From an optimization exercise on the open Yosys and OpenROAD flow, aimed at small area, a short achievable clock period and few clock cycles; shortcuts taken in it are not production practice. The RTL was checked by simulation tests, not by an equivalence proof against the original design. Power figures rest on the tool's default switching activity, not on a simulated workload.

[design.v]
module oberon_fpu_add (
    input  wire [31:0] x,
    input  wire [31:0] y,
    input  wire        u,
    input  wire        v,
    output reg  [31:0] z
);
    wire        xs = x[31];
    wire        ys = y[31];
    wire [7:0]  xe = u ? 8'd150 : x[30:23];
    wire [7:0]  ye = y[30:23];
    wire [31:0] xm = {7'b0, 1'b1, x[22:0], 1'b0};
    wire [31:0] x0 = u ? {{7{x[23]}}, x[23:0], 1'b0}
                       : (xs ? (32'b0 - xm) : xm);
    wire [31:0] ym = {7'b0, (~u & ~v), y[22:0], 1'b0};
    wire [31:0] y0 = ys ? (32'b0 - ym) : ym;
    wire        ybig = (ye > xe);
    wire [7:0]  d    = ybig ? (ye - xe) : (xe - ye);
    wire [4:0]  dsat = (d > 8'd31) ? 5'd31 : d[4:0];
    wire [7:0]  e0   = ybig ? ye : xe;
    wire [31:0] x0sh = $signed(x0) >>> dsat;
    wire [31:0] y0sh = $signed(y0) >>> dsat;
    wire [31:0] x3   = ybig ? x0sh : x0;
    wire [31:0] y3   = ybig ? y0 : y0sh;
    wire [31:0] sum  = {5'b0, xs, xs, x3[24:0]} + {5'b0, ys, ys, y3[24:0]};
    wire [31:0] sabs = sum[26] ? (32'b0 - sum) : sum;
    wire [31:0] s    = (sabs + 32'd1) & 32'h07FFFFFF;
    wire [31:0] t3a  = s >> 1;
    reg  [4:0]  lz;
    integer k;
    always @(*) begin
        lz = 5'd0;
        for (k = 0; k <= 24; k = k + 1)
            if (t3a[k]) lz = 5'd24 - k[4:0];
    end
    wire        big  = (s & 32'h03FFFFFC) != 32'b0;
    wire [31:0] e1   = {24'b0, e0} + 32'd1 - (big ? {27'b0, lz} : 32'd24);
    wire [31:0] t3   = big ? (t3a << lz) : (t3a << 24);
    wire [31:0] flr  = $signed(sum << 5) >>> 6;
    always @(*) begin
        if (v)
            z = flr;
        else if (x[30:0] == 31'b0)
            z = (u || y[30:0] == 31'b0) ? 32'b0 : y;
        else if (y[30:0] == 31'b0)
            z = x;
        else if (t3[24:0] == 25'b0 || e1[8])
            z = 32'b0;
        else
            z = {sum[26], e1[7:0], t3[23:1]};
    end
endmodule
module oberon_fpu (
    input  wire        clk,
    input  wire        rst,           
    input  wire        in_valid,
    output wire        in_ready,
    input  wire [2:0]  in_op,         
    input  wire        in_u,
    input  wire        in_v,
    input  wire [31:0] in_x,
    input  wire [31:0] in_y,
    output reg         out_valid,
    output reg  [31:0] out_result,
    output reg  [31:0] out_h
);
    localparam [2:0] OP_FSB = 3'd1, OP_FML = 3'd2,
                     OP_FDV = 3'd3, OP_MUL = 3'd4, OP_DIV = 3'd5;
    localparam [1:0] S_IDLE = 2'd0, S_RUN = 2'd1, S_DONE = 2'd2;
    reg [1:0]  state;
    reg [2:0]  op;
    reg        opu, opv;
    reg [31:0] opb;       
    reg [31:0] opn;       
    reg [5:0]  count;
    reg [32:0] acc_hi;
    reg [31:0] acc_lo;
    reg        dneg;
    assign in_ready = (state == S_IDLE);
    wire [31:0] fad_out;
    oberon_fpu_add u_add (
        .x (opb),
        .y ((op == OP_FSB) ? (opn ^ 32'h80000000) : opn),
        .u (opu),
        .v (opv),
        .z (fad_out)
    );
    wire [32:0] mul_sum  = acc_lo[0] ? (acc_hi + {1'b0, opb}) : acc_hi;
    wire [31:0] mul_hi_u = acc_hi[31:0];
    wire [31:0] mul_hi_s = acc_hi[31:0] - (opb[31] ? opn : 32'b0) - (opn[31] ? opb : 32'b0);
    wire [31:0] div_w0 = {acc_hi[30:0], acc_lo[31]};
    wire [31:0] div_w1 = div_w0 - opn;
    wire [31:0] div_q  = acc_lo;
    wire [31:0] div_r  = acc_hi[31:0];
    wire [31:0] div_q_out = !dneg ? div_q : ((div_r != 0) ? ~div_q : (~div_q + 32'd1));
    wire [31:0] div_r_out = (dneg && div_r != 0) ? (opn - div_r) : div_r;
    wire [23:0] fxm = {1'b1, opb[22:0]};
    wire [23:0] fym = {1'b1, opn[22:0]};
    wire [24:0] fml_sum = acc_lo[0] ? ({1'b0, acc_hi[23:0]} + {1'b0, fxm}) : {1'b0, acc_hi[23:0]};
    wire [47:0] fml_m   = {acc_hi[23:0], acc_lo[23:0]};
    wire [7:0]  fxe = opb[30:23];
    wire [7:0]  fye = opn[30:23];
    wire [31:0] fsign = (opb ^ opn) & 32'h80000000;
    wire [31:0] fml_e0 = {24'b0, fxe} + {24'b0, fye} - 32'd127;
    wire [31:0] fml_e1 = fml_m[47] ? fml_e0 + 32'd1 : fml_e0;
    wire [23:0] fml_z0 = fml_m[47] ? (fml_m[46:23] + 24'd1) : (fml_m[45:22] + 24'd1);
    reg  [31:0] fml_out;
    always @(*) begin
        if (fxe == 8'd0 || fye == 8'd0) fml_out = 32'b0;
        else if (!fml_e1[8])            fml_out = fsign | {1'b0, fml_e1[7:0], fml_z0[23:1]};
        else if (!fml_e1[7])            fml_out = fsign | {1'b0, 8'hFF, fml_z0[23:1]};
        else                            fml_out = 32'b0;
    end
    wire [24:0] fdv_r   = acc_hi[24:0];
    wire        fdv_ge  = ({1'b0, fdv_r} >= {2'b0, fym});
    wire [24:0] fdv_sub = fdv_ge ? (fdv_r - {1'b0, fym}) : fdv_r;
    wire [25:0] fdv_q1  = acc_lo[25:0];
    wire [31:0] fdv_e0  = {24'b0, fxe} - {24'b0, fye} + 32'd126;
    wire [31:0] fdv_e1  = fdv_q1[25] ? fdv_e0 + 32'd1 : fdv_e0;
    wire [23:0] fdv_q2  = fdv_q1[25] ? fdv_q1[24:1] : fdv_q1[23:0];
    wire [23:0] fdv_q3  = fdv_q2 + 24'd1;
    reg  [31:0] fdv_out;
    always @(*) begin
        if (fxe == 8'd0)         fdv_out = 32'b0;
        else if (fye == 8'd0)    fdv_out = fsign | 32'h7F800000;
        else if (!fdv_e1[8])     fdv_out = fsign | {1'b0, fdv_e1[7:0], fdv_q3[23:1]};
        else if (!fdv_e1[7])     fdv_out = fsign | {1'b0, 8'hFF, fdv_q2[23:1]};
        else                     fdv_out = 32'b0;
    end
    always @(posedge clk) begin
        if (rst) begin
            state      <= S_IDLE;
            op         <= 3'd0;
            opu        <= 1'b0;
            opv        <= 1'b0;
            opb        <= 32'b0;
            opn        <= 32'b0;
            count      <= 6'd0;
            acc_hi     <= 33'b0;
            acc_lo     <= 32'b0;
            dneg       <= 1'b0;
            out_valid  <= 1'b0;
            out_result <= 32'b0;
            out_h      <= 32'b0;
        end else begin
            out_valid <= 1'b0;
            case (state)
                S_IDLE: begin
                    if (in_valid) begin
                        op    <= in_op;
                        opu   <= in_u;
                        opv   <= in_v;
                        opb   <= in_x;
                        opn   <= in_y;
                        state <= S_RUN;
                        case (in_op)
                            OP_MUL: begin
                                acc_hi <= 33'b0;
                                acc_lo <= in_y;
                                count  <= 6'd32;
                            end
                            OP_DIV: begin
                                dneg   <= ~in_u & in_x[31];
                                acc_hi <= 33'b0;
                                acc_lo <= (~in_u & in_x[31]) ? (32'b0 - in_x) : in_x;
                                count  <= 6'd32;
                            end
                            OP_FML: begin
                                acc_hi <= 33'b0;
                                acc_lo <= {8'b0, 1'b1, in_y[22:0]};
                                count  <= 6'd24;
                            end
                            OP_FDV: begin
                                acc_hi <= {9'b0, 1'b1, in_x[22:0]};
                                acc_lo <= 32'b0;
                                count  <= 6'd26;
                            end
                            default: begin           
                                count  <= 6'd1;
                            end
                        endcase
                    end
                end
                S_RUN: begin
                    case (op)
                        OP_MUL: begin
                            acc_hi <= {1'b0, mul_sum[32:1]};
                            acc_lo <= {mul_sum[0], acc_lo[31:1]};
                        end
                        OP_DIV: begin
                            if (div_w1[31]) begin
                                acc_hi <= {1'b0, div_w0};
                                acc_lo <= {acc_lo[30:0], 1'b0};
                            end else begin
                                acc_hi <= {1'b0, div_w1};
                                acc_lo <= {acc_lo[30:0], 1'b1};
                            end
                        end
                        OP_FML: begin
                            acc_hi <= {9'b0, fml_sum[24:1]};
                            acc_lo <= {8'b0, fml_sum[0], acc_lo[23:1]};
                        end
                        OP_FDV: begin
                            acc_hi <= {7'b0, fdv_sub, 1'b0};
                            acc_lo <= {acc_lo[30:0], fdv_ge};
                        end
                        default: begin
                            acc_lo <= fad_out;
                        end
                    endcase
                    count <= count - 6'd1;
                    if (count == 6'd1) state <= S_DONE;
                end
                default: begin                
                    out_valid <= 1'b1;
                    out_h     <= 32'b0;
                    case (op)
                        OP_MUL: begin
                            out_result <= acc_lo;
                            out_h      <= opu ? mul_hi_u : mul_hi_s;
                        end
                        OP_DIV: begin
                            out_result <= div_q_out;
                            out_h      <= div_r_out;
                        end
                        OP_FML:  out_result <= fml_out;
                        OP_FDV:  out_result <= fdv_out;
                        default: out_result <= acc_lo;
                    endcase
                    state <= S_IDLE;
                end
            endcase
        end
    end
endmodule
[run.sh]
#!/bin/bash
# synth_recipe.tcl (not shown) runs the flow's synth.tcl, then flattens the netlist and writes it again
# the make line also repeats each setting of config.mk as NAME=value (left out here)
make -C /OpenROAD-flow-scripts/flow DESIGN_CONFIG=/design/flow/config.mk WORK_HOME=/design/flow/orfs CLKGATE_MAP_FILE= SYNTH_SCRIPT=/design/flow/synth_recipe.tcl finish
[config.mk]
export PLATFORM = sky130hd
export DESIGN_NAME = oberon_fpu
export DESIGN_NICKNAME = oberon_fpu
export VERILOG_FILES = /design/flow/design.v
export SDC_FILE = /design/flow/constraint.sdc
export NUM_CORES = 4
export LEC_CHECK = 0
export CAP_MARGIN = 20
export CORE_MARGIN = 2
export CORE_UTILIZATION = 40
export SLEW_MARGIN = 20
[constraint.sdc]
create_clock -name core_clock -period 16.0 [get_ports {clk}]
set_input_delay 3.2000 -clock core_clock [delete_from_list [all_inputs] [get_ports {clk}]]
set_output_delay 3.2000 -clock core_clock [all_outputs]
set_load 0.01 [all_outputs]
==> run notes <==
-- metal layers --
metal / part of all wire / vias to the layer above / global-route usage
li1: - / 18883 / -
met1: 0.41 / 19801 / 0.482
met2: 0.43 / 2330 / 0.582
met3: 0.097 / 487 / 0.0645
met4: 0.064 / 4 / 0.203
met5: 0.00016 / - / 0
-- kinds of logic after synthesis --
kind of cell,share of synthesized area
compound gates,0.339
xor+xnor,0.0790
flops,0.118
simple gates,0.235
buf+inv,0.0684
fa+ha+maj,0.111
mux,0.0489
-- sequential cells by signal, summed over array words and instances, names as in the netlist --
signal / cells
opu: 1
count: 6
acc_hi: 32
state: 2
opv: 1
out_valid: 1
op: 3
opb: 32
opn: 32
out_result: 32
acc_lo: 32
dneg: 1
out_h: 32
-- worst max-delay path: cells and delay by family, from the launching register on --
family	cells	cell delay (ps)
flip-flops	1	500
AND/OR/NAND/NOR	12	3470
AO/OA/AOI/OAI	33	7180
adder cells (fa/ha/maj)	6	1860
buffers and inverters	5	1140
multiplexers	2	660
XOR/XNOR	1	130
-- through the flow --
stage,hold WS (ps),util,std cells,area [µm²]
5_1_grt,496,0.446,6306,38700
6_report,471,0.446,6306,38700
2_1_floorplan,467,-,5202,35000
4_1_cts,474,0.445,6306,38600
3_3_place_gp,463,0.433,6255,37600
3_5_place_dp,464,0.433,6255,37600
-- worst max-delay path by stage --
stage / startpoint / end / slack, ps
floorplan: opu / acc_lo[23] / 1360
global placement: opb[23] / acc_lo[9] / 820
detailed placement: opb[23] / acc_lo[0] / 690
CTS: opb[23] / acc_lo[0] / 610
global route: opb[23] / acc_lo[0] / 30
finish: opb[23] / acc_lo[9] / 920
-- cell type report --
type                       count  area, µm²
clock inverter                14        190
timing repair buffer         285       2510
sequential                   207       4150
multi-input combinational   4375      28700
tap                         1155       1450
inverter                     233        877
clock buffer                  37        817
fill                        9191      48100
-- Yosys cell counts (all sizes together) (27+ instances only) --
cell / count / area, µm²
nor2b: 46 / 288
clkbuf: 320 / 1200
o21a: 31 / 234
buf: 67 / 320
o221ai: 27 / 243
inv: 231 / 870
xor2: 109 / 962
and2: 39 / 244
mux2i: 131 / 1320
a21o: 79 / 593
or3: 43 / 269
o21ai: 353 / 1790
a311oi: 27 / 236
nor2: 495 / 1870
a21oi: 551 / 2770
dfxtp: 207 / 4140
a31oi: 66 / 434
nand3: 110 / 551
nor4: 38 / 253
a22oi: 50 / 380
ha: 246 / 3080
and3: 56 / 355
o21bai: 40 / 300
fa: 41 / 821
a211oi: 93 / 721
nand4: 43 / 269
o31ai: 38 / 304
o211ai: 74 / 556
nand2: 638 / 2400
a221oi: 109 / 961
nand2b: 55 / 344
nor3: 171 / 871
mux2: 33 / 372
a221o: 28 / 280
o22ai: 58 / 375
xnor2: 202 / 1780
-- repair_timing --
item                                    4_1_cts  5_1_grt
buffers inserted                              0        0
endpoints found under the setup margin        0       32
resized for setup                             0       14
hold buffers                                  0        0
-- power by group --
| part | internal [mW] | switching [mW] |
|---|---|---|
| sequential | 0.566 | 0.124 |
| clock | 0.423 | 0.287 |
| combinational | 1.91 | 3.83 |
==> run notes <==
* Slew margin rel. at 0.0738
* Hold Fails Final Rpt at 0
* Max Cap Viol at 0
* Die Span Y at 300 µm
* Clock Path Buffers at 3
* RD Place Congestion at 1.02
* Reg2Reg Launch Point: opb[23]
* Post-synth top flop: dfxtp_1
* Crit Path Category: reg -> reg
* Initial Utilization at 0.404
* Crit-path most repeated cell: a21oi_1
* Register area share after synthesis at 0.118
* Pre-CTS WS at 691 ps
* WP data required at 16530 ps
* TritonCTS buffer count at 29
* Setup crit end kind: flip-flop
* Vias in the first global route at 38314
* Power Density at 185 nW/µm²
* GRT Residual Overflow at 0
* FF-to-FF End: acc_lo[9]
* Setup Skew at 17.7 ps
* Vias/cell at 6.58
* Vias at 41505
* Status: timing/DRC/antenna clean
* FF-to-FF setup slack at 920 ps
* Worst vdd ir at 176 µV
* Die area at 90000 µm²
* CP max stage delay at 820 ps
* Clock-pin slew on the worst setup and hold paths at 70 ps
* Drt wl/cell at 27.6 µm
* Crit-path slowest cell: nor3_1
* # rows at 108
* Layout area overhead at 10.3%
* Syn Nets at 5561
* Hold path depth at 2
* Clk latency of the worst-skew pair at 620 ps
* Hold-critical path endpoint: out_result[27]
* Slew @ Worst Pin at 1370 ps
* Leading cell type in the layout, fill and taps excluded: nand2_1
* CTS tree: done
* Ports at 138
* Share of layout cells above drive strength 1 at 0.0650
* Final WL at 174 mm
* Avg Cell Area, Syn at 6.74 µm²
* Area of the core at 86800 µm²
* Ys async rst share at 0
* CTS H-tree lvls at 1
* Most frequent cells in the layout: 636 x nand2_1, 548 x a21oi_1, 482 x nor2_1
* Post-Synthesis Cells at 5202
* Crit path DAT at 15610 ps
* Power Total at 7.14 mW
* EDFF count, synth at 0
* FMAX at 66.3 MHz
* Die Wd at 300 µm
* Tcrit/Tclk final at 0.942
* Clk Tree Root Cell: clkbuf_16
* DRT Pass-1 Iters at 7
* # diodes at 0
* RSZ-0062 raised after global routing: no
* Register-to-Register Path Depth at 59
* Min-Delay Path Class: reg -> reg
* Warning count from the yosys run at 2
* Fin worst setup slack at 922 ps
* Static leakage at 14.9 nW
* Hold path startpoint: out_result[27]
* Setup violators final at 0
* Maximum fanout along the worst path at 35
* GRT Overall Usage at 0.371
* Area of the mapped netlist at 35000 µm²
* # nets final at 5490
* DP Wirelength at 137 mm
* Largest net degree at the start of global routing at 170
* I/O Buffers at 137
* Antenna violations before repair at 7
* Global-route wire length before repair at 254 mm
* Detailed router's first-iteration violation count at 4785
* CP Launch Type: flip-flop
* DRC violations left at 0
* Yosys reg bits at 207
* ANT nets after route at 0
* Tmin final at 15080 ps
* Setup TNS Final at 0 ps
* Final Max Slew Viols at 0
* Num Clock Sinks at 207
* Library cells used by synthesis at 117
Testbench counts, summed over its fixed seeds: cycles 119,610.

[separate check: timing with driven ports]
In the flow no input, the clock included, has a driving cell. The finished layout below was timed again as built, in two steps.
Step 1: set_driving_cell puts a clkbuf_16 on clk and a buf_2 on each other input, an assumption about the parent block.
Step 2 moves the port delays by t, midway between the first and last clock arrival at a register: inputs arrive t later, outputs are due t later. That takes back most of the time a late clock gives input paths.
Slacks: no drivers / after step 1 / after step 2; pairs: no drivers / after step 1.
t (ns): 0.674
setup WS [ns]: 0.922 / 0.922 / 0.922
slew at the worst register clock pin (ns): 0.07 / 0.07
pins driven straight from the clock port: 1
After both steps this run still meets setup and hold. The setup slack of this run moves by 0.000 ns with the drivers and by 0.000 ns with both steps.
